This is an optimization exercise on Yosys and OpenROAD, whose aim is small area, not a production implementation.
Function was checked by simulation only, so behaviour that the tests miss may differ from the original.
No run shown here takes its clock network from TritonCTS; it comes from the design's own scripts or RTL.
The clock port is modelled as an ideal driver, which makes a skipped or thinned clock tree look cheaper than it is; a real chip needs a root buffer or a tree.
No activity file was given, so power comes from the tool's default toggle rates.

===== flow/design.v =====
module swqd_sync #(
    parameter RST = 1
) (
    input  wire clk,
    input  wire rst,
    input  wire d,
    output wire q
);
    reg s1, s2;
    always @(posedge clk) begin
        if (RST && rst) begin
            s1 <= 1'b0;
            s2 <= 1'b0;
        end else begin
            s1 <= d;
            s2 <= s1;
        end
    end
    assign q = s2;
endmodule
module swqd_tpd (
    input  wire        clk,
    input  wire        rst,
    input  wire        us_tick,
    input  wire        start,          
    input  wire        line,           
    output wire        busy,
    output wire        drive_low,
    output reg  [5:0]  bitcnt,
    output wire        done,
    output wire [2:0]  result,
    output wire [2:0]  stage,
    output wire        fin,            
    output wire        ok,             
    output wire [39:0] frame,
    output reg  [7:0]  calc
);
    localparam [3:0] START_LOW = 4'b1111,
                     ACK1      = 4'b1001,
                     ACK2      = 4'b1010,
                     ACK3      = 4'b1011,
                     BIT_RISE  = 4'b1100,
                     BIT_FALL  = 4'b1101,
                     RELEASE   = 4'b1000,
                     BIT_DELAY = 4'b1110;
    localparam [3:0] IDLE_NONE = 4'b0000,
                     IDLE_OK   = 4'b0111,
                     IDLE_BAD  = 4'b0110;
    localparam [6:0] C_29  = 7'd97,
                     C_39  = 7'd105,
                     C_78  = 7'd73,
                     C_100 = 7'd22,
                     C_126 = 7'd64;    
    localparam [4:0] L_23  = 5'd26;
    localparam [6:0] M_29  = 7'b0110010,
                     M_39  = 7'b0011110;
    localparam [11:0] M_END = 12'b1110_1011_1110;   
    reg [3:0]  s;
    reg [6:0]  cnt;
    reg [39:0] shreg;
    assign busy      = s[3];
    assign drive_low = (s == START_LOW);
    assign done   = !s[3] && (s[2:0] != 3'd0);
    assign fin    = !s[3] && s[2] && s[1];
    assign ok     = fin && s[0];
    assign stage  = (s[3] || fin) ? 3'd0 : s[2:0];
    assign result = s[3]          ? 3'd0 :
                    fin           ? (s[0] ? 3'd1 : 3'd4) :
                    (s[2:0] == 3'd0) ? 3'd0 :
                    s[2]          ? 3'd3 : 3'd2;
    assign frame = shreg;
    wire [4:0] lfsr    = shreg[4:0];
    wire       lfsr_in = ~(lfsr[4] ^ lfsr[2]);
    wire [6:0] cnt_inc = {cnt[5:0], ~(cnt[6] ^ cnt[5])};
    wire tick     = us_tick;
    wire target   = ~s[0];             
    wire hit      = (line == target);
    wire budget   = (cnt == C_100);
    reg  [3:0] s_n;
    reg        clr;                     
    reg        shift;
    reg        shin;
    reg        sample;
    always @(*) begin
        s_n    = s;
        clr    = 1'b0;
        shift  = 1'b0;
        shin   = line;
        sample = 1'b0;
        case (s)
            START_LOW: begin
                if (cnt == C_126) begin
                    shift = 1'b1;
                    shin  = lfsr_in;
                end
                if ((({lfsr, cnt} ^ {L_23, C_78}) & M_END) == 12'd0) begin
                    s_n = RELEASE;
                    clr = 1'b1;
                end
            end
            RELEASE: begin
                if (((cnt ^ C_29) & M_29) == 7'd0) begin
                    s_n = ACK1;
                    clr = 1'b1;
                end
            end
            BIT_DELAY: begin
                if (((cnt ^ C_39) & M_39) == 7'd0) begin
                    shift  = 1'b1;
                    sample = 1'b1;
                    s_n    = BIT_FALL;
                    clr    = 1'b1;
                end
            end
            ACK1, ACK2, ACK3, BIT_RISE, BIT_FALL: begin
                if (hit) begin
                    clr = 1'b1;
                    if (s == BIT_FALL) begin
                        if (bitcnt[5] && bitcnt[3])      
                            s_n = (calc == shreg[7:0]) ? IDLE_OK : IDLE_BAD;
                        else
                            s_n = BIT_RISE;
                    end else if (s == BIT_RISE)
                        s_n = BIT_DELAY;
                    else
                        s_n = s + 4'd1;
                end else if (budget) begin
                    clr = 1'b1;
                    s_n = {1'b0, s[2:0]};    
                end
            end
            default: ;   
        endcase
    end
    wire start_acc = start && !s[3];
    wire add_byte  = sample && (bitcnt[2:0] == 3'd0) && (bitcnt[5:3] != 3'd0);
    always @(posedge clk) begin
        if (rst) begin
            s      <= IDLE_NONE;
            bitcnt <= 6'd0;
        end else if (start_acc) begin
            s      <= START_LOW;
            bitcnt <= 6'd0;
        end else if (tick) begin
            s <= s_n;
            if (sample)
                bitcnt <= bitcnt + 6'd1;
        end
    end
    always @(posedge clk) begin
        if (!s[3] || (tick && clr))
            cnt <= 7'd0;
        else if (tick)
            cnt <= cnt_inc;
    end
    always @(posedge clk) begin
        if (start_acc)
            shreg[4:0] <= 5'd0;
        else if (tick && shift)
            shreg <= {shreg[38:0], shin};
    end
    always @(posedge clk) begin
        if (start_acc)
            calc <= 8'd0;
        else if (tick && add_byte)
            calc <= calc + shreg[7:0];
    end
endmodule
module swqd_qd (
    input  wire       clk,
    input  wire       rst,
    input  wire       qd_tick,
    input  wire [3:0] pins,           
    input  wire       consume,        
    output reg  [3:0] snap,
    output reg        primed,
    output reg  [1:0] last_rot,
    output reg        last_edge,
    output reg  [1:0] menu_index,
    output reg        menu_pending
);
    wire a_rise   = primed && !snap[0] && pins[0];
    wire rot_pos  = a_rise &&  pins[1];
    wire rot_neg  = a_rise && !pins[1];
    wire btn_edge = primed && !snap[2] && pins[2];
    always @(posedge clk) begin
        if (rst) begin
            snap         <= 4'd0;
            primed       <= 1'b0;
            last_rot     <= 2'b00;
            last_edge    <= 1'b0;
            menu_index   <= 2'd0;
            menu_pending <= 1'b0;
        end else begin
            if (qd_tick) begin
                snap      <= pins;
                primed    <= 1'b1;
                last_rot  <= {rot_neg, a_rise};
                last_edge <= btn_edge;
                if (rot_pos && !menu_index[1])
                    menu_index <= {menu_index[0], !menu_index[0]};
                else if (rot_neg && (menu_index != 2'd0))
                    menu_index <= {1'b0, menu_index[1]};
            end
            if (qd_tick && btn_edge)
                menu_pending <= 1'b1;
            else if (consume)
                menu_pending <= 1'b0;
        end
    end
endmodule
module swqd (
    input  wire        clk,
    input  wire        rst,
    input  wire        us_tick,
    input  wire        qd_tick,
    input  wire        dq_in,
    output wire        dq_drive_low,
    input  wire        enc_a,
    input  wire        enc_b,
    input  wire        enc_btn,
    input  wire        enc_sw,
    input  wire        bus_sel,
    input  wire        bus_we,
    input  wire [3:0]  bus_addr,
    input  wire [15:0] bus_wdata,
    output reg  [15:0] bus_rdata
);
    localparam [3:0] A_CTRL         = 4'h0,
                     A_TPD_STATUS   = 4'h1,
                     A_FRAME_HUM    = 4'h2,
                     A_FRAME_TEMP   = 4'h3,
                     A_FRAME_CSUM   = 4'h4,
                     A_TEMP_SIGNED  = 4'h5,
                     A_QD_STATUS    = 4'h6,
                     A_MENU_STATE   = 4'h7,
                     A_MENU_CONSUME = 4'h8;
    wire       line;
    wire [3:0] pins;
    swqd_sync #(.RST(0)) u_sync_dq  (.clk(clk), .rst(rst), .d(dq_in),   .q(line));
    swqd_sync #(.RST(1)) u_sync_a   (.clk(clk), .rst(rst), .d(enc_a),   .q(pins[0]));
    swqd_sync #(.RST(1)) u_sync_b   (.clk(clk), .rst(rst), .d(enc_b),   .q(pins[1]));
    swqd_sync #(.RST(1)) u_sync_btn (.clk(clk), .rst(rst), .d(enc_btn), .q(pins[2]));
    swqd_sync #(.RST(1)) u_sync_sw  (.clk(clk), .rst(rst), .d(enc_sw),  .q(pins[3]));
    wire host_rd = bus_sel && !bus_we;
    wire host_wr = bus_sel &&  bus_we;
    wire start   = host_wr && (bus_addr == A_CTRL) && bus_wdata[0];
    wire consume = host_rd && (bus_addr == A_MENU_CONSUME);
    wire        tpd_busy;
    wire [5:0]  tpd_bitcnt;
    wire        tpd_done;
    wire [2:0]  tpd_result;
    wire [2:0]  tpd_stage;
    wire        tpd_fin;
    wire        tpd_ok;
    wire [39:0] frame;
    wire [7:0]  calc;
    swqd_tpd u_tpd (
        .clk       (clk),
        .rst       (rst),
        .us_tick   (us_tick),
        .start     (start),
        .line      (line),
        .busy      (tpd_busy),
        .drive_low (dq_drive_low),
        .bitcnt    (tpd_bitcnt),
        .done      (tpd_done),
        .result    (tpd_result),
        .stage     (tpd_stage),
        .fin       (tpd_fin),
        .ok        (tpd_ok),
        .frame     (frame),
        .calc      (calc)
    );
    wire [14:0] mag = frame[22:8];
    wire        neg = frame[23];
    wire [14:0] below;                  
    assign below[0] = 1'b0;
    genvar gi;
    generate
        for (gi = 1; gi < 15; gi = gi + 1) begin : g_below
            assign below[gi] = below[gi-1] | mag[gi-1];
        end
    endgenerate
    wire [3:0] qd_snap;
    wire       qd_primed;
    wire [1:0] qd_last_rot;
    wire       qd_last_edge;
    wire [1:0] menu_index;
    wire       menu_pending;
    swqd_qd u_qd (
        .clk          (clk),
        .rst          (rst),
        .qd_tick      (qd_tick),
        .pins         (pins),
        .consume      (consume),
        .snap         (qd_snap),
        .primed       (qd_primed),
        .last_rot     (qd_last_rot),
        .last_edge    (qd_last_edge),
        .menu_index   (menu_index),
        .menu_pending (menu_pending)
    );
    wire rd       = host_rd && !rst;
    wire sel_stat = rd && (bus_addr == A_TPD_STATUS);
    wire sel_hum  = rd && (bus_addr == A_FRAME_HUM) && tpd_fin;
    wire sel_raw  = rd && (bus_addr == A_FRAME_TEMP) && tpd_fin;
    wire sel_sgn  = rd && (bus_addr == A_TEMP_SIGNED) && tpd_ok;
    wire sel_csum = rd && (bus_addr == A_FRAME_CSUM) && tpd_fin;
    wire sel_qd   = rd && (bus_addr == A_QD_STATUS);
    wire sel_menu = rd && (bus_addr == A_MENU_STATE || bus_addr == A_MENU_CONSUME);
    wire flip     = (bus_addr == A_TEMP_SIGNED) && neg;
    wire [15:0] temp_word = {neg & ((bus_addr == A_FRAME_TEMP) | below[14] | mag[14]),
                             mag ^ ({15{flip}} & below)};
    always @(*) begin
        bus_rdata = ({16{sel_stat}} & {2'b00, tpd_bitcnt, tpd_stage, tpd_result, tpd_done, tpd_busy})
                  | ({16{sel_hum}}  & frame[39:24])
                  | ({16{sel_raw | sel_sgn}} & temp_word)
                  | ({16{sel_csum}} & {calc, frame[7:0]})
                  | ({16{sel_qd}}   & {8'h00, qd_last_edge, qd_last_rot, qd_primed, qd_snap})
                  | ({16{sel_menu}} & {7'b0, menu_pending, 6'b0, menu_index});
    end
endmodule

===== flow/flow/run.sh =====
#!/bin/bash
# The standard layout (standard.sh) with these changes:
#  - synthesis maps the logic with an area-oriented ABC script
#    (flow/abc_area.script, used in place of ORFS's abc_speed.script);
#  - every port is still buffered, but with buf_1 cells;
#  - the clock port drives a few clock buffers, each driving a group of
#    flip-flops (the CTS step runs flow/clock_buffers.tcl in place of
#    clock_tree_synthesis, then ORFS's usual legalisation and timing repair).
#    The smallest choice whose worst flip-flop clock slew, estimated on the
#    placed design, stays under 100 ps is used (flow/clock_eval.tcl).
# Each step's full output goes to a log file in this folder; ORFS's own
# per-step logs are under orfs/logs/.
set -euo pipefail
W=$(pwd)

# A copy of ORFS's scripts with the changes above.
S="$W/scripts_mod"
rm -rf "$S"
mkdir -p "$S"
cp -r "$FLOW_HOME/scripts/." "$S/"
cp "$W/flow/abc_area.script" "$S/abc_speed.script"
cp "$W/flow/clock_buffers.tcl" "$S/clock_buffers.tcl"
python3 - "$S/cts.tcl" <<'PY'
import sys
p = sys.argv[1]
s = open(p).read()
old = "log_cmd clock_tree_synthesis {*}$cts_args"
assert s.count(old) == 1
s = s.replace(old, "source $::env(SCRIPTS_DIR)/clock_buffers.tcl\nbuild_clock_buffers")
open(p, "w").write(s)
PY

export SCRIPTS_DIR="$S"
export BUFFER_PORTS_ARGS="-buffer_cell sky130_fd_sc_hd__buf_1"
bash "$W/standard.sh" synth > "$W/run_synth.log" 2>&1
bash "$W/standard.sh" place > "$W/run_place.log" 2>&1

# Pick the clock buffers, smallest total area first; four clkbuf_16 if
# nothing smaller keeps the estimated clock slew under 100 ps.
R="$W/orfs/results/$FLOW_PLATFORM/swqd/base"
export LIB_FILE="$FLOW_HOME/platforms/$FLOW_PLATFORM/lib/sky130_fd_sc_hd__tt_025C_1v80.lib"
export SETRC_FILE="$FLOW_HOME/platforms/$FLOW_PLATFORM/setRC.tcl"
export PLACE_ODB="$R/3_place.odb" PLACE_SDC="$R/3_place.sdc" FLOW_DIR="$W/flow"
export CLOCK_BUFFERS=4
export CLOCK_BUFFER_CELL=sky130_fd_sc_hd__clkbuf_16
: > "$W/run_clock_eval.log"
for choice in "1 sky130_fd_sc_hd__clkbuf_16" "2 sky130_fd_sc_hd__clkbuf_8" \
              "2 sky130_fd_sc_hd__buf_12" "3 sky130_fd_sc_hd__clkbuf_8" \
              "2 sky130_fd_sc_hd__clkbuf_16" "4 sky130_fd_sc_hd__clkbuf_8" \
              "3 sky130_fd_sc_hd__buf_12" "3 sky130_fd_sc_hd__clkbuf_16" \
              "4 sky130_fd_sc_hd__buf_12"; do
  set -- $choice
  slew=$(CLOCK_BUFFERS=$1 CLOCK_BUFFER_CELL=$2 openroad -no_init -exit "$W/flow/clock_eval.tcl" 2>&1 \
         | tee -a "$W/run_clock_eval.log" | awk '/^CLOCK_EVAL/ {print $5}' || true)
  if [[ -n "$slew" ]] && awk -v s="$slew" 'BEGIN {exit !(s < 0.100)}'; then
    CLOCK_BUFFERS=$1
    CLOCK_BUFFER_CELL=$2
    break
  fi
done
echo "clock buffers: $CLOCK_BUFFERS x $CLOCK_BUFFER_CELL" | tee -a "$W/run_clock_eval.log"

bash "$W/standard.sh" > "$W/run_layout.log" 2>&1

===== flow/flow/abc_area.script =====
&get -n
&st
&deepsyn -T 60
&dch -f
&nf -a -R 1000
&put

===== flow/flow/clock_buffers.tcl =====
# Clock distribution used in place of clock_tree_synthesis: the clock port
# drives CLOCK_BUFFERS buffers (CLOCK_BUFFER_CELL), each placed at the centre
# of the group of flip-flops it drives; the groups come from k-means on the
# flip-flops' placed positions. Every flip-flop sees the same buffer depth
# (one).
proc build_clock_buffers { } {
  set nbuf $::env(CLOCK_BUFFERS)
  set cell $::env(CLOCK_BUFFER_CELL)
  set block [ord::get_db_block]
  set dbu [$block getDbUnitsPerMicron]
  foreach src [get_property [lindex [all_clocks] 0] sources] {
    set net_name [get_full_name $src]
    set xs {}
    set ys {}
    set pins {}
    foreach pin [get_pins -of_objects [get_nets $net_name]] {
      set loc [[[sta::sta_to_db_pin $pin] getInst] getLocation]
      lappend xs [expr {double([lindex $loc 0]) / $dbu}]
      lappend ys [expr {double([lindex $loc 1]) / $dbu}]
      lappend pins $pin
    }
    set n [llength $pins]
    puts "Clock net $net_name: $n sinks, $nbuf buffer(s) of $cell"
    # k-means, seeded with sinks spread along x
    set order [lsort -real -indices $xs]
    set cx {}
    set cy {}
    for {set b 0} {$b < $nbuf} {incr b} {
      set i [lindex $order [expr {(2 * $b + 1) * $n / (2 * $nbuf)}]]
      lappend cx [lindex $xs $i]
      lappend cy [lindex $ys $i]
    }
    for {set iter 0} {$iter < 50} {incr iter} {
      set grp {}
      for {set i 0} {$i < $n} {incr i} {
        set best 0
        set bd 1e30
        for {set b 0} {$b < $nbuf} {incr b} {
          set d [expr {abs([lindex $xs $i] - [lindex $cx $b]) + abs([lindex $ys $i] - [lindex $cy $b])}]
          if { $d < $bd } {
            set bd $d
            set best $b
          }
        }
        lappend grp $best
      }
      set ncx {}
      set ncy {}
      for {set b 0} {$b < $nbuf} {incr b} {
        set sx 0.0
        set sy 0.0
        set k 0
        for {set i 0} {$i < $n} {incr i} {
          if { [lindex $grp $i] == $b } {
            set sx [expr {$sx + [lindex $xs $i]}]
            set sy [expr {$sy + [lindex $ys $i]}]
            incr k
          }
        }
        if { $k > 0 } {
          lappend ncx [expr {$sx / $k}]
          lappend ncy [expr {$sy / $k}]
        } else {
          lappend ncx [lindex $cx $b]
          lappend ncy [lindex $cy $b]
        }
      }
      set cx $ncx
      set cy $ncy
    }
    for {set b 0} {$b < $nbuf} {incr b} {
      set load {}
      for {set i 0} {$i < $n} {incr i} {
        if { [lindex $grp $i] == $b } {
          lappend load [lindex $pins $i]
        }
      }
      if { [llength $load] == 0 } {
        continue
      }
      puts "  buffer $b: [llength $load] sinks at ([lindex $cx $b], [lindex $cy $b])"
      insert_buffer -buffer_cell $cell -net $net_name \
        -load_pins $load -location [list [lindex $cx $b] [lindex $cy $b]] \
        -buffer_name clkbuf_leaf_$b -net_name clknet_leaf_$b
    }
    set left [llength [get_pins -of_objects [get_nets $net_name]]]
    if { $left > $nbuf } {
      error "clock net $net_name still drives $left cell pins"
    }
  }
  set_propagated_clock [all_clocks]
}

===== flow/flow/clock_eval.tcl =====
# Trial of one clock buffer choice (CLOCK_BUFFERS x CLOCK_BUFFER_CELL) on the
# placed design: prints the largest flip-flop clock-pin slew it would give,
# with placement parasitics. Nothing is written back.
read_liberty $::env(LIB_FILE)
read_db $::env(PLACE_ODB)
read_sdc $::env(PLACE_SDC)
source $::env(SETRC_FILE)
source $::env(FLOW_DIR)/clock_buffers.tcl
build_clock_buffers
detailed_placement
estimate_parasitics -placement
set worst 0.0
foreach pin [get_pins -hierarchical */CLK] {
  set s [get_property $pin slew_max]
  if { $s > $worst } {
    set worst $s
  }
}
puts "CLOCK_EVAL $::env(CLOCK_BUFFERS) $::env(CLOCK_BUFFER_CELL) slew_ns $worst"

===== flow/standard.sh =====
#!/bin/bash
# synth_recipe.tcl (not shown) runs the flow's synth.tcl, then flattens the netlist and writes it again
# the make line also repeats each setting of config.mk as NAME=value (left out here)
make -C /OpenROAD-flow-scripts/flow DESIGN_CONFIG=/design/flow/config.mk WORK_HOME=/design/flow/orfs CLKGATE_MAP_FILE= SYNTH_SCRIPT=/design/flow/synth_recipe.tcl "${@:-finish}"

===== flow/config.mk =====
export PLATFORM = sky130hd
export DESIGN_NAME = swqd
export DESIGN_NICKNAME = swqd
export VERILOG_FILES = /design/flow/design.v
export SDC_FILE = /design/flow/constraint.sdc
export NUM_CORES = 4
export LEC_CHECK = 0
export CAP_MARGIN = 20
export CORE_MARGIN = 2
export CORE_UTILIZATION = 65
export PLACE_DENSITY = 0.85
export SLEW_MARGIN = 20

===== flow/constraint.sdc =====
create_clock -name core_clock -period 10.0 [get_ports {clk}]
set_input_delay 2.0000 -clock core_clock [delete_from_list [all_inputs] [get_ports {clk}]]
set_output_delay 2.0000 -clock core_clock [all_outputs]
set_load 0.01 [all_outputs]

==> results of run 1 <==
[kinds of logic (layout without fill, tap and decap cells)]
logic type / count (synthesis) / after routing / synth area share [%]
xor+xnor: 11 / 11 / 2.44
mux: 1 / 1 / 0.253
flops: 86 / 86 / 52.4
simple gates: 158 / 158 / 19.6
compound gates: 108 / 108 / 19.2
buf+inv: 16 / 55 / 1.52
fa+ha+maj: 14 / 14 / 4.62
[synthesized netlist by cell type (2+ instances only)]
library cell | instances | share of area [%]
a21o_1 | 10 | 1.9
a21oi_1 | 20 | 2.5
a221oi_1 | 2 | 0.44
a222oi_1 | 15 | 3.8
a22o_1 | 16 | 3.5
a22oi_1 | 3 | 0.57
a31o_1 | 2 | 0.44
a31oi_1 | 4 | 0.63
and2_0 | 7 | 1.1
and3_1 | 6 | 0.95
and4_1 | 3 | 0.66
clkinv_1 | 16 | 1.5
dfxtp_1 | 51 | 26
edfxtp_1 | 35 | 27
ha_1 | 13 | 4.1
nand2_1 | 42 | 4.0
nand2b_1 | 3 | 0.47
nand3_1 | 11 | 1.4
nand4_1 | 2 | 0.32
nand4b_1 | 2 | 0.44
nor2_1 | 39 | 3.7
nor2b_1 | 15 | 2.4
nor3_1 | 15 | 1.9
nor4_1 | 5 | 0.79
o211ai_1 | 2 | 0.38
o21ai_0 | 26 | 3.3
o221ai_1 | 2 | 0.44
o31ai_1 | 3 | 0.57
or2_0 | 2 | 0.32
or4_1 | 2 | 0.38
xnor2_1 | 9 | 2.0
xor2_1 | 2 | 0.44
[layer usage]
| metal | part of all wire (%) | track usage (%) | vias to the layer above | wire length (µm) |
|---|---|---|---|---|
| li1 | - | - | 1574 | - |
| met1 | 43 | 38.1 | 1523 | 3860 |
| met2 | 48 | 47.4 | 161 | 4270 |
| met3 | 7.6 | 2.20 | 16 | 680 |
| met4 | 2.0 | 5.67 | 0 | 177 |
| met5 | 0 | 0 | - | 0 |
[how the worst min path moves through the flow]
stage | slack (ns) | startpoint | end | cells after the start
finish | 0.34 | u_sync_dq.s1 | u_sync_dq.s2 | 0
global route | 0.35 | u_sync_dq.s1 | u_sync_dq.s2 | 0
CTS | 0.34 | u_sync_dq.s1 | u_sync_dq.s2 | 0
detailed placement | 0.32 | u_sync_dq.s1 | u_sync_dq.s2 | 0
global placement | 0.31 | u_sync_dq.s1 | u_sync_dq.s2 | 0
floorplan | 0.31 | u_sync_dq.s1 | u_sync_dq.s2 | 0
[worst register-to-register path, delay by kind of cell, from the launching register on]
kind,cells,cell delay [ns]
AO/OA/AOI/OAI,1,0.08
adder cells (fa/ha/maj),1,0.29
buffers and inverters,1,0.16
flip-flops,1,0.56
AND/OR/NAND/NOR,5,1.39
[final cells by class, without the clock buffers]
class / count / share of cell area [%]
Sequential cell: 86 / 48.4
Multi-Input combinational cell: 292 / 42.9
Tap cell: 75 / 2.19
Inverter: 16 / 1.40
Timing Repair Buffer: 35 / 3.33
[cells in the final DEF, fill, tap and decap left out, types with 2 or more instances in the layout]
| cell type | n |
|---|---|
| a221oi_1 | 2 |
| a21oi_1 | 20 |
| nand4_1 | 2 |
| and3_1 | 6 |
| o221ai_1 | 2 |
| nand2_1 | 42 |
| a21o_1 | 10 |
| a22oi_1 | 3 |
| o211ai_1 | 2 |
| and4_1 | 3 |
| or4_1 | 2 |
| ha_1 | 13 |
| buf_12 | 4 |
| o21ai_0 | 26 |
| dfxtp_1 | 51 |
| and2_0 | 7 |
| buf_1 | 32 |
| a22o_1 | 16 |
| nand3_1 | 11 |
| nor3_1 | 15 |
| nor4_1 | 3 |
| o31ai_1 | 3 |
| nor2_1 | 39 |
| nand4b_1 | 2 |
| nor4_2 | 2 |
| xor2_1 | 2 |
| nand2b_1 | 3 |
| clkinv_1 | 16 |
| buf_4 | 3 |
| a31oi_1 | 4 |
| xnor2_1 | 9 |
| or2_0 | 2 |
| a31o_1 | 2 |
| nor2b_1 | 15 |
| edfxtp_1 | 35 |
| a222oi_1 | 15 |
[sequential cells by signal, summed over array words and instances (netlist names), 2 cells and up]
name / cells
u_tpd.bitcnt: 6
u_qd.snap: 4
u_tpd.cnt: 7
u_tpd.shreg: 40
u_qd.menu_index: 2
u_qd.last_rot: 2
u_tpd.calc: 8
u_tpd.s: 4
[metrics by stage]
step | total power [mW] | cell area [µm²] | util (%) | setup WS (ns)
6_report | 0.527 | 4290 | 72.8 | 3.64
5_1_grt | 0.541 | 4290 | 72.8 | 3.39
4_1_cts | 0.527 | 4280 | 72.7 | 3.66
3_5_place_dp | 0.387 | 4200 | 71.3 | 3.66
3_3_place_gp | 0.387 | 4200 | 71.3 | 3.70
2_1_floorplan | 0.380 | 3960 | - | 3.90
[power by group through the flow]
stage | clock network, mW | registers, mW | logic [mW]
6_report | 0.147 | 0.367 | 0.0132
5_1_grt | 0.159 | 0.367 | 0.0144
4_1_cts | 0.147 | 0.367 | 0.0127
3_5_place_dp | 0 | 0.375 | 0.0126
3_3_place_gp | 0 | 0.375 | 0.0119
2_1_floorplan | 0 | 0.374 | 0.00646
==> flow_metrics.tcl, run 1 <==
set metrics [dict create \
    hold_ws_ns 0.338 \
    rsz0062_at_grt "no" \
    endpoint "bus_rdata[9]" \
    register_area_um2 2070 \
    worstReg2RegEnd "u_tpd.calc[7]" \
    place_inst 504 \
    synth_cells 394 \
    hold_buffers 0 \
    viasPerCell 6.44 \
    worstHoldPathType "flop to flop" \
    p_sw_share_pct 17.5 \
    gp_congestion 0.924 \
    rr_startpoint "u_tpd.s[0]" \
    wl_um 8990 \
    yosys_warnings 5 \
    track_usage_pct 27.5 \
    power.leakage_nw 1.57 \
    seqPwrFrac_pct 69.7 \
    synthFlopType "dfxtp_1" \
    drt-wirelength-per-cell_um 17.7 \
    gr-total-overflow 0 \
    r2r_setup_slack_ns 7.41 \
    ant_nets 0 \
    cts.clk_slew.worst_paths_ns 0.09 \
    intPower_mw 0.435 \
    synth_nets 439 \
    fin_nets 480 \
    hpwl_um 6590 \
    cp-startpoint "rst" \
    min_period_ns 6.36 \
    clkPwrFrac_pct 27.9 \
    synth.cell_area_um2 3960 \
    grt_max_degree 42 \
    crit_buf_inv 3 \
    portBuffers 32 \
    areaGrowthSynthToFinish_pct 8.32 \
    syn_area_per_cell_um2 10.0 \
    drv_cap 0 \
    report.final.setup_viol 0 \
    synth_edf_count 35 \
    reg2reg_depth 8 \
    yosysSeqAreaShare_pct 52.4 \
    crit_top_cell "buf_1" \
    switching_power_mw 0.0925 \
    slew_headroom_pct 44.9 \
    cp-start-kind "primary input" \
    drtIter0Drc 343 \
    cts_resized 0 \
    multiInputGateArea_um2 1840 \
    drt_first_pass_iters 6 \
    design.die.area_um2 6730 \
    final_cells 508 \
    clock_skew_ns 0.0158 \
    diodes 0 \
    async_flop_share_pct 0 \
    criticalPathCategory "primary input to output pin" \
    arrival_ns 4.36 \
    hold_violations 0 \
    crit_path_max_incr_delay_ns 0.51 \
    routed-via-count 3274 \
    chipHeight_um 82.0 \
    antenna_found_initial 0 \
    layout-drive-gt1-share_pct 2.08 \
    final-max-slew-violation-count 0 \
    start_util_pct 67.2 \
    fillCellCount 439 \
    power_density_nw_per_um2 123 \
    ys_ff_latch 86 \
    timing.setup.tns_ns 0 \
    synthDistinctLibCells 41 \
    status "no timing/DRC/antenna violations" \
    cts_setup_buffers 0 \
    row_count 28 \
    timing.fmax_mhz 157 \
    cp_top_family "buffers and inverters" \
    vdd_drop_max_mv 0.181 \
    cpMaxStageDelayCell "a222oi_1" \
    num_io_pins 48 \
    worstMarginPinSlew_ns 0.819 \
    required_ns 8.00 \
    insertion_delay_ns 0.13 \
    grt_pass1_vias 3010 \
    crit_path_end_kind "output pin" \
    fin_crit_sh_pct 63.6 \
    grt_pass1_wl_um 14400 \
    pwr-share-comb_pct 2.5 \
    cp.depth 8 \
    cp_max_fo 16 \
    die_w_um 82.0 \
    route.detailed.drc 0 \
    worstPathCellList "buf_1, clkinv_1, nand3b_1, nor3_1, and3_1, a222oi_1, o21ai_0, buf_1" \
    coreArea_um2 5890 \
]
==> run 2: changes to the inputs <==
--- a/flow/config.mk
+++ b/flow/config.mk
@@ -5,8 +5,9 @@
 export SDC_FILE = /design/flow/constraint.sdc
 export NUM_CORES = 4
 export LEC_CHECK = 0
-export CAP_MARGIN = 20
+export CAP_MARGIN = 0
 export CORE_MARGIN = 2
 export CORE_UTILIZATION = 65
+export GPL_TIMING_DRIVEN = 0
 export PLACE_DENSITY = 0.85
-export SLEW_MARGIN = 20
+export SLEW_MARGIN = 0
==> run 2 against run 1 <==
  * Clock skew decreased by 0.0026 ns
  * Area after synthesis is the same
  * Setup slack got worse by 0.069 ns
  * First-iteration DRC count decreased by 3.2%
  * Register-to-register slack got worse by 0.14 ns
  * Critical path depth did not move
==> flow_metrics.tcl, run 2 <==
set metrics [dict create \
    timing.fmax_mhz 156 \
    fin_crit_sh_pct 64.3 \
    drv_cap 0 \
    synth_commonest_cells "dfxtp_1, nand2_1, nor2_1, edfxtp_1, o21ai_0" \
    grt_pass1_vias 2956 \
    cp_top_family "buffers and inverters" \
    drt-wirelength-per-cell_um 17.6 \
    diodes 0 \
    grt_pass1_wl_um 14300 \
    grt_max_degree 42 \
    arrival_ns 4.43 \
    top_regs "u_tpd.shreg x40, u_tpd.calc x8, u_tpd.cnt x7" \
    rsz0062_at_grt "no" \
    areaGrowthSynthToFinish_pct 8.13 \
    syn_area_per_cell_um2 10.0 \
    synth_fa_ha_area_share_pct 4.62 \
    hpwl_um 6560 \
    synth_nets 439 \
    final_cell_mix "dfxtp_1, nand2_1, nor2_1, edfxtp_1, buf_1" \
    synth_top_family_by_area "simple AND/OR/NAND/NOR gates" \
    crit_path_end_kind "output pin" \
    muxShareOfSynthArea_pct 0.253 \
    crit_path_max_incr_delay_ns 0.53 \
    viasPerCell 6.58 \
    async_flop_share_pct 0 \
    dp_slack_ns 3.61 \
    worstReg2RegEnd "u_tpd.shreg[0]" \
    rr_startpoint "u_tpd.s[1]" \
    ant_nets 0 \
    timing.setup.tns_ns 0 \
    synth_most_common_cell "dfxtp_1" \
    hold_violations 0 \
    synthDistinctLibCells 41 \
    cp-startpoint "rst" \
    fin_nets 479 \
    layout.cells.most_common "dfxtp_1" \
    cts_setup_buffers 0 \
    synth_compound_gate_area_share_pct 19.2 \
    layout-drive-gt1-share_pct 1.85 \
    slew_headroom_pct 25.2 \
    fillCellCount 431 \
    num_io_pins 48 \
    synth_top_area_share_pct 26.6 \
    gr-total-overflow 0 \
    min_period_ns 6.43 \
    final-max-slew-violation-count 0 \
    start_util_pct 67.2 \
    worstMarginPinSlew_ns 1.11 \
    yosys.area_share.simple_pct 19.6 \
    cp.depth 8 \
    endpoint "bus_rdata[9]" \
    worst_slack_ns 3.57 \
    worstHoldPathType "flop to flop" \
    clock_skew_ns 0.0132 \
    wl_um 8930 \
    crit_buf_inv 3 \
    drt_first_pass_iters 8 \
    coreArea_um2 5890 \
    synth_area_leader_cell "edfxtp_1" \
    synth.area.top_cells "edfxtp_1, dfxtp_1, ha_1" \
    drtIter0Drc 332 \
    row_count 28 \
    synth_cells 394 \
    criticalPathCategory "primary input to output pin" \
    synth-xor-area-share_pct 2.44 \
    status "no timing/DRC/antenna violations" \
    power_density_nw_per_um2 123 \
    track_usage_pct 27.1 \
    r2r_setup_slack_ns 7.27 \
    cts.clk_slew.worst_paths_ns 0.08 \
    largest_reg_flops 40 \
    ys_ff_latch 86 \
    yosysSeqAreaShare_pct 52.4 \
    hold_buffers 0 \
    vdd_drop_max_mv 0.169 \
    chipHeight_um 82.0 \
    required_ns 8.00 \
    synthFlopType "dfxtp_1" \
    route.detailed.drc 0 \
    routed-via-count 3336 \
    yosys_warnings 5 \
    design.die.area_um2 6730 \
    portBuffers 32 \
    cpMaxStageDelayCell "a222oi_1" \
    synth.cell_area_um2 3960 \
    insertion_delay_ns 0.13 \
    report.final.setup_viol 0 \
    gp_congestion 0.929 \
    worstPathCellList "buf_1, clkinv_1, nand3b_1, nor3_1, and3_1, a222oi_1, o21ai_0, buf_1" \
    cp_max_fo 16 \
    power.leakage_nw 1.56 \
    die_w_um 82.0 \
    reg2reg_depth 6 \
    antenna_found_initial 0 \
    synth_edf_count 35 \
    cp-start-kind "primary input" \
    largest_register "u_tpd.shreg" \
    cts_resized 0 \
    crit_top_cell "buf_1" \
]
[run 2: cell families after synthesis]
family                     count (synthesis)
xor gates and xnor gates                  11
adders and majority gates                 14
buffers and inverters                     16
and+or+nand+nor                          158
AOI/OAI and AO/OA                        108
DFF                                       86
muxes                                      1
[run 2: area by class of cell, without the clock buffers]
type                    instances  area (µm²)  share of cell area [%]
multi-input cells             292        1830                    42.8
flip-flops and latches         86        2070                    48.4
inverters                      16        60.1                    1.40
repair buffers                 34         139                    3.25
well taps                      75        93.8                    2.19
[run 2: power by group]
part           internal, mW  switching [mW]  leakage, nW  total [mW]
registers             0.365         0.00211        0.724       0.367
clock network        0.0650          0.0831       0.0376       0.148
logic               0.00461         0.00824        0.795      0.0129
[run 2: metrics by stage]
step	hold slack [ns]	instances	utilization, %	total power [mW]	area [µm²]
floorplan	0.310	394	-	0.380	3960
CTS	0.335	507	72.7	0.528	4280
finish	0.333	507	72.7	0.528	4280
detailed placement	0.315	503	71.3	0.387	4200
global placement	0.311	501	70.9	0.386	4170
global route	0.347	507	72.7	0.540	4280
[run 2: worst min path at each step]
stage	depth (start not counted)	from	slack, ns	end
6_report	0	u_sync_dq.s1	0.33	u_sync_dq.s2
2_1_floorplan	0	u_sync_dq.s1	0.31	u_sync_dq.s2
3_5_place_dp	0	u_sync_dq.s1	0.31	u_sync_dq.s2
5_1_grt	0	u_sync_dq.s1	0.35	u_sync_dq.s2
3_3_place_gp	0	u_sync_dq.s1	0.31	u_sync_dq.s2
4_1_cts	0	u_sync_dq.s1	0.33	u_sync_dq.s2
[run 2: routing by layer]
layer / wire length (µm) / track usage, %
met2: 4160 / 44.6
met1: 3840 / 38.3
met4: 337 / 9.50
met3: 585 / 1.54
met5: 0 / 0
==> run 3: changes to the inputs <==
--- a/flow/config.mk
+++ b/flow/config.mk
@@ -7,7 +7,7 @@
 export LEC_CHECK = 0
 export CAP_MARGIN = 0
 export CORE_MARGIN = 2
-export CORE_UTILIZATION = 65
+export CORE_UTILIZATION = 80
 export GPL_TIMING_DRIVEN = 0
-export PLACE_DENSITY = 0.85
+export PLACE_DENSITY = 0.92
 export SLEW_MARGIN = 0
==> run 3 against run 2 <==
  * Still clean
  * Die area down 18%
  * Global-route usage is 16 points higher
  * Critical path depth stayed put
  * Worst hold slack about the same
  * Setup slack got worse by 0.23 ns
  * Maximum frequency shrank 3.5%
  * Sequential power is essentially flat
  * Via count increased by 12%
  * Clock power increased by 8%
  * Area after synthesis stayed put
  * Utilization increased by 18 points
  * Clock skew up 0.019 ns
  * Largest power group unchanged
==> flow_metrics.tcl, run 3 <==
set metrics [dict create \
    status "no timing/DRC/antenna violations" \
    row_count 25 \
    hold_ws_ns 0.332 \
    met2_usage_pct 74.1 \
    ant_nets 0 \
    synth_commonest_cells "dfxtp_1, nand2_1, nor2_1, edfxtp_1, o21ai_0" \
    crit_path_max_incr_delay_ns 0.62 \
    final-max-slew-violation-count 0 \
    largest_reg_flops 40 \
    synth_most_common_cell "dfxtp_1" \
    cp_max_fo 16 \
    cts.clk_slew.worst_paths_ns 0.07 \
    cpMaxStageDelayCell "a222oi_1" \
    worstPathCellList "buf_1, clkinv_1, nand3b_1, nor3_1, and3_1, a222oi_1, o21ai_0, buf_1" \
    crit_path_end_kind "output pin" \
    worst_slack_ns 3.34 \
    drtIter0Drc 589 \
    gp_congestion 0.894 \
    synth.area.top_cells "edfxtp_1, dfxtp_1, ha_1" \
    fillCellCount 213 \
    worstMarginPinSlew_ns 0.964 \
    timing.setup.tns_ns 0 \
    die_w_um 74.3 \
    drt-wirelength-per-cell_um 22.9 \
    drt_first_pass_iters 11 \
    grtUsageMet3_pct 7.72 \
    largest_register "u_tpd.shreg" \
    viasPerCell 7.46 \
    vdd_drop_max_mv 0.162 \
    fin_nets 480 \
    report.final.setup_viol 0 \
    cts_setup_buffers 0 \
    diodes 0 \
    antenna_found_initial 0 \
    portBuffers 32 \
    min_period_ns 6.66 \
    register_area_um2 2070 \
    slew_headroom_pct 35.2 \
    layout-drive-gt1-share_pct 2.08 \
    required_ns 8.00 \
    fin_crit_sh_pct 66.6 \
    areaGrowthSynthToFinish_pct 9.17 \
    syn_area_per_cell_um2 10.0 \
    synthFlopType "dfxtp_1" \
    final_cell_mix "dfxtp_1, nand2_1, nor2_1, edfxtp_1, buf_1" \
    final_util_pct 90.8 \
    synthDistinctLibCells 41 \
    synth_cells 394 \
    hold_buffers 0 \
    synth_edf_count 35 \
    power.leakage_nw 1.58 \
    crit_top_cell "buf_1" \
    synth_area_leader_cell "edfxtp_1" \
    cts_resized 0 \
    num_io_pins 48 \
    layout.cells.most_common "dfxtp_1" \
    design.die.area_um2 5520 \
    top_usage_layer "met2" \
    hpwl_um 7480 \
    yosys_warnings 5 \
    synth_top_area_share_pct 26.6 \
    timing.fmax_mhz 150 \
    grt_pass1_vias 3567 \
    gr-total-overflow 0 \
    clock_skew_ns 0.0327 \
    route.detailed.drc 0 \
    track_usage_pct 42.9 \
    yosysSeqAreaShare_pct 52.4 \
    wl_um 11400 \
    hold_violations 0 \
    rsz0062_at_grt "no" \
    grt_pass1_wl_um 17900 \
    drv_cap 0 \
    synth.cell_area_um2 3960 \
    dp_slack_ns 3.54 \
    insertion_delay_ns 0.16 \
    coreArea_um2 4750 \
    top_regs "u_tpd.shreg x40, u_tpd.calc x8, u_tpd.cnt x7" \
    power_density_nw_per_um2 125 \
    ys_ff_latch 86 \
    criticalPathCategory "primary input to output pin" \
    multiInputGateArea_um2 1840 \
    synth_nets 439 \
    cp-start-kind "primary input" \
    arrival_ns 4.66 \
    chipHeight_um 74.3 \
    routed-via-count 3728 \
    async_flop_share_pct 0 \
    worstHoldPathType "flop to flop" \
    grt_max_degree 30 \
    start_util_pct 83.2 \
    use_met1_pct 52.5 \
]
[run 3: critical path: cells and delay by family]
kind,cells,cell delay (ns)
buffers and inverters,3,1.07
AOI/OAI and AO/OA,2,0.81
and+or+nand+nor,3,0.78
[run 3: cell type report, without the clock buffers]
type	count	share of cell area, %
multi-input cells	292	42.6
flip-flops and latches	86	48.0
inverters	16	1.39
well taps	67	1.94
repair buffers	35	3.82
[run 3: report_power, final]
part | leakage, nW | internal [mW] | switching [mW]
Clock | 0.0493 | 0.0730 | 0.0873
Sequential | 0.724 | 0.365 | 0.00231
Combinational | 0.810 | 0.00464 | 0.00909
[run 3: kinds of logic after synthesis]
logic type | Yosys count | synth area share [%]
and+or+nand+nor | 158 | 19.6
AOI/OAI and AO/OA | 108 | 19.2
muxes | 1 | 0.253
DFF | 86 | 52.4
buffers and inverters | 16 | 1.52
adders and majority gates | 14 | 4.62
xor gates and xnor gates | 11 | 2.44
[run 3: routing by layer]
layer | up-vias | routed length, µm
met2 | 376 | 5440
met4 | 0 | 781
met1 | 1677 | 3740
met3 | 107 | 1470
li1 | 1568 | -
met5 | - | 0
[run 3: stage by stage]
step	power, mW	instance area, µm²	instances
6_report	0.541	4320	500
5_1_grt	0.548	4320	500
4_1_cts	0.535	4310	500
3_5_place_dp	0.387	4210	496
3_3_place_gp	0.386	4160	493
2_1_floorplan	0.380	3960	394
[run 3: final timing paths]
kind | end | cells after the start | from | slack [ns]
setup / recovery | bus_rdata[11] | 8 | rst | 3.34
hold reg to reg | u_sync_dq.s2 | 0 | u_sync_dq.s1 | 0.33
setup reg to reg | u_tpd.shreg[0] | 6 | u_tpd.s[1] | 7.31
hold / removal | u_sync_dq.s2 | 0 | u_sync_dq.s1 | 0.33
==> run 4: changes to the inputs <==
--- a/flow/design.v
+++ b/flow/design.v
@@ -6,14 +6,14 @@
     input  wire d,
     output wire q
 );
-    reg s1, s2;
+    reg s1_n, s2;
     always @(posedge clk) begin
         if (RST && rst) begin
-            s1 <= 1'b0;
-            s2 <= 1'b0;
+            s1_n <= 1'b1;
+            s2   <= 1'b0;
         end else begin
-            s1 <= d;
-            s2 <= s1;
+            s1_n <= !d;
+            s2   <= !s1_n;
         end
     end
     assign q = s2;
--- a/flow/config.mk
+++ b/flow/config.mk
@@ -7,7 +7,7 @@
 export LEC_CHECK = 0
 export CAP_MARGIN = 0
 export CORE_MARGIN = 2
-export CORE_UTILIZATION = 80
+export CORE_UTILIZATION = 65
 export GPL_TIMING_DRIVEN = 0
-export PLACE_DENSITY = 0.92
+export PLACE_DENSITY = 0.85
 export SLEW_MARGIN = 0
==> run 4 against run 3 <==
  * Total power down 0.30%
  * Register-to-register slack worse by 0.33 ns
  * Via count down 12%
  * Sequential power about the same
  * Critical endpoint is now bus_rdata[15]
  * Global-route usage down 16 points
  * Combinational power up 53%
  * Clock power down 7%
==> flow_metrics.tcl, run 4 <==
set metrics [dict create \
    synth_nets 431 \
    fin_crit_sh_pct 67.1 \
    timing.setup.tns_ns 0 \
    gr-total-overflow 0 \
    worstHoldPathType "flop to flop" \
    worstReg2RegEnd "u_tpd.shreg[0]" \
    insertion_delay_ns 0.13 \
    gp_congestion 0.903 \
    cts_setup_buffers 0 \
    timing.fmax_mhz 149 \
    seqPwrFrac_pct 68.6 \
    hold_violations 0 \
    hold_end "u_sync_dq.s2" \
    synth_commonest_cells "dfxtp_1, nand2_1, edfxtp_1, nor2_1, o21ai_0" \
    cts.clk_slew.worst_paths_ns 0.09 \
    async_flop_share_pct 0 \
    min_period_ns 6.71 \
    hold_buffers 0 \
    synth_edf_count 35 \
    worstMarginPinSlew_ns 1.30 \
    r2r_setup_slack_ns 6.98 \
    yosys_warnings 5 \
    routed-via-count 3271 \
    intPower_mw 0.439 \
    final_cell_mix "dfxtp_1, nand2_1, edfxtp_1, nor2_1, buf_1" \
    viasPerCell 6.58 \
    status "no timing/DRC/antenna violations" \
    portBuffers 32 \
    synth_fa_ha_area_share_pct 4.61 \
    drv_cap 0 \
    synth.area.top_cells "edfxtp_1, dfxtp_1, ha_1" \
    muxShareOfSynthArea_pct 0.252 \
    synth.cell_area_um2 3970 \
    chipHeight_um 82.1 \
    power.leakage_nw 1.50 \
    coreArea_um2 5920 \
    arrival_ns 4.71 \
    syn_area_per_cell_um2 10.3 \
    dp_slack_ns 3.30 \
    rsz0062_at_grt "no" \
    drtIter0Drc 367 \
    row_count 28 \
    final-max-slew-violation-count 0 \
    top_regs "u_tpd.shreg x40, u_tpd.calc x8, u_tpd.cnt x7" \
    layout-drive-gt1-share_pct 1.18 \
    hold_ws_ns 0.360 \
    slew_headroom_pct 12.6 \
    num_io_pins 48 \
    synth_compound_gate_area_share_pct 19.6 \
    min_from "u_sync_dq.s1_n" \
    postLayoutCellArea_um2 4260 \
    start_util_pct 67.0 \
    wl_um 9030 \
    required_ns 8.00 \
    vdd_drop_max_mv 0.153 \
    clkPwrFrac_pct 27.5 \
    synth_top_area_share_pct 26.5 \
    die_w_um 82.1 \
    synth_top_family_by_area "compound AO/OA/AOI/OAI gates" \
    ant_nets 0 \
    hpwl_um 6580 \
    areaGrowthSynthToFinish_pct 7.45 \
    clock_skew_ns 0.0180 \
    rr_startpoint "u_tpd.s[0]" \
    antenna_found_initial 0 \
    ys_ff_latch 86 \
    fin_nets 469 \
    route.detailed.drc 0 \
    drt_first_pass_iters 7 \
    criticalPathCategory "primary input to output pin" \
    totalPowerFinal_mw 0.539 \
    yosys.area_share.simple_pct 18.3 \
    diodes 0 \
    pwr-share-comb_pct 3.9 \
    track_usage_pct 27.0 \
    largest_register "u_tpd.shreg" \
    synthFlopType "dfxtp_1" \
    synth_cells 386 \
    grt_pass1_wl_um 14300 \
    synth-xor-area-share_pct 3.76 \
    crit_path_end_kind "output pin" \
    grt_pass1_vias 2970 \
    synth_area_leader_cell "edfxtp_1" \
    power_density_nw_per_um2 127 \
    p_sw_share_pct 18.7 \
    design.die.area_um2 6740 \
    report.final.setup_viol 0 \
    drt-wirelength-per-cell_um 18.2 \
    synthDistinctLibCells 42 \
    reg2reg_depth 8 \
    synth_most_common_cell "dfxtp_1" \
    switching_power_mw 0.101 \
    placement.cell_area_um2 4180 \
    worst_slack_ns 3.29 \
    largest_reg_flops 40 \
    cp_max_fo 14 \
    grt_max_degree 42 \
    cts_resized 0 \
    layout.cells.most_common "dfxtp_1" \
    min_path_cells 1 \
    yosysSeqAreaShare_pct 52.3 \
    cp-start-kind "primary input" \
]
run 4: cells by family (layout without fill, tap and decap cells):
family / count (synthesis) / count (layout)
buffers and inverters: 13 / 49
adder cells (fa/ha/maj): 14 / 14
flip-flops: 86 / 86
AO/OA/AOI/OAI: 108 / 108
AND/OR/NAND/NOR: 147 / 147
multiplexers: 1 / 1
XOR/XNOR: 17 / 17
run 4: how the worst max path moves through the flow:
stage	start	endpoint	slack, ns	cells past startpoint
2_1_floorplan	rst	bus_rdata[13]	4.41	7
3_3_place_gp	rst	bus_rdata[15]	3.33	9
3_5_place_dp	rst	bus_rdata[13]	3.30	9
4_1_cts	rst	bus_rdata[13]	3.35	9
5_1_grt	rst	bus_rdata[15]	3.04	9
6_report	rst	bus_rdata[15]	3.29	9
run 4: layer usage:
metal	part of all wire, %	global-route usage [%]	routed length (µm)	vias up
li1	-	-	-	1553
met1	42	37.1	3770	1525
met2	48	44.6	4360	162
met3	6.8	3.37	612	31
met4	3.1	9.17	284	0
met5	0	0	0	-
run 4: through the flow:
stage	util [%]	cells
CTS	72.0	497
detailed placement	70.6	493
global placement	70.6	493
global route	72.0	497
finish	72.0	497
floorplan	-	386
run 4: worst max-delay path: stages:
cell and delay, ns:
buf_1 0.27, clkinv_1 0.27, nand3b_1 0.16, nor2_1 0.11, nand2_1 0.13, nor4_1 1.10, o311ai_0 0.36, nand2_1 0.14
buf_1 0.16
run 4: cell type report, without the clock buffers:
type                       count  area (µm²)
timing repair buffer          32         120
sequential                    86        2070
multi-input combinational    287        1850
inverter                      13        48.8
fill                         432        1660
tap                           75        93.8
run 4: power groups by stage:
stage | logic [mW] | clock network [mW] | registers, mW
2_1_floorplan | 0.0132 | 0 | 0.376
3_3_place_gp | 0.0198 | 0 | 0.378
3_5_place_dp | 0.0206 | 0 | 0.378
4_1_cts | 0.0207 | 0.150 | 0.370
5_1_grt | 0.0235 | 0.160 | 0.370
6_report | 0.0209 | 0.149 | 0.370

==> re-timing with driven ports <==
No port has a modelled driver above. Below, the same layouts with a new extraction and two added sets of constraints.
Step 1 sets driving cells, clkbuf_16 on the clock port and buf_2 on the other inputs (assumed; they add their load-dependent delay and slew).
Step 2 adds t to the input delays and takes it off the output delays; t is the mean of the earliest and latest rising clock arrival at the registers after step 1. Input paths then give back, and output paths get back, about the clock's delay inside the block.
a / b / c = no drivers / after step 1 / after step 2; a / b = the first two.
| run | t, ns | setup WS [ns] | latest minus earliest clock arrival (ns) |
|---|---|---|---|
| run 1 | 0.204 | 3.642 / 3.616 / 3.616 | 0.016 / 0.016 |
| run 2 | 0.208 | 3.573 / 3.550 / 3.550 | 0.015 / 0.015 |
| run 3 | 0.233 | 3.339 / 3.303 / 3.303 | 0.033 / 0.032 |
| run 4 | 0.207 | 3.295 / 3.273 / 3.273 | 0.020 / 0.020 |
After both steps every run listed still meets setup and hold. The setup slack of run 3, which loses most, moves by -0.036 ns with the drivers and by -0.036 ns with both steps.
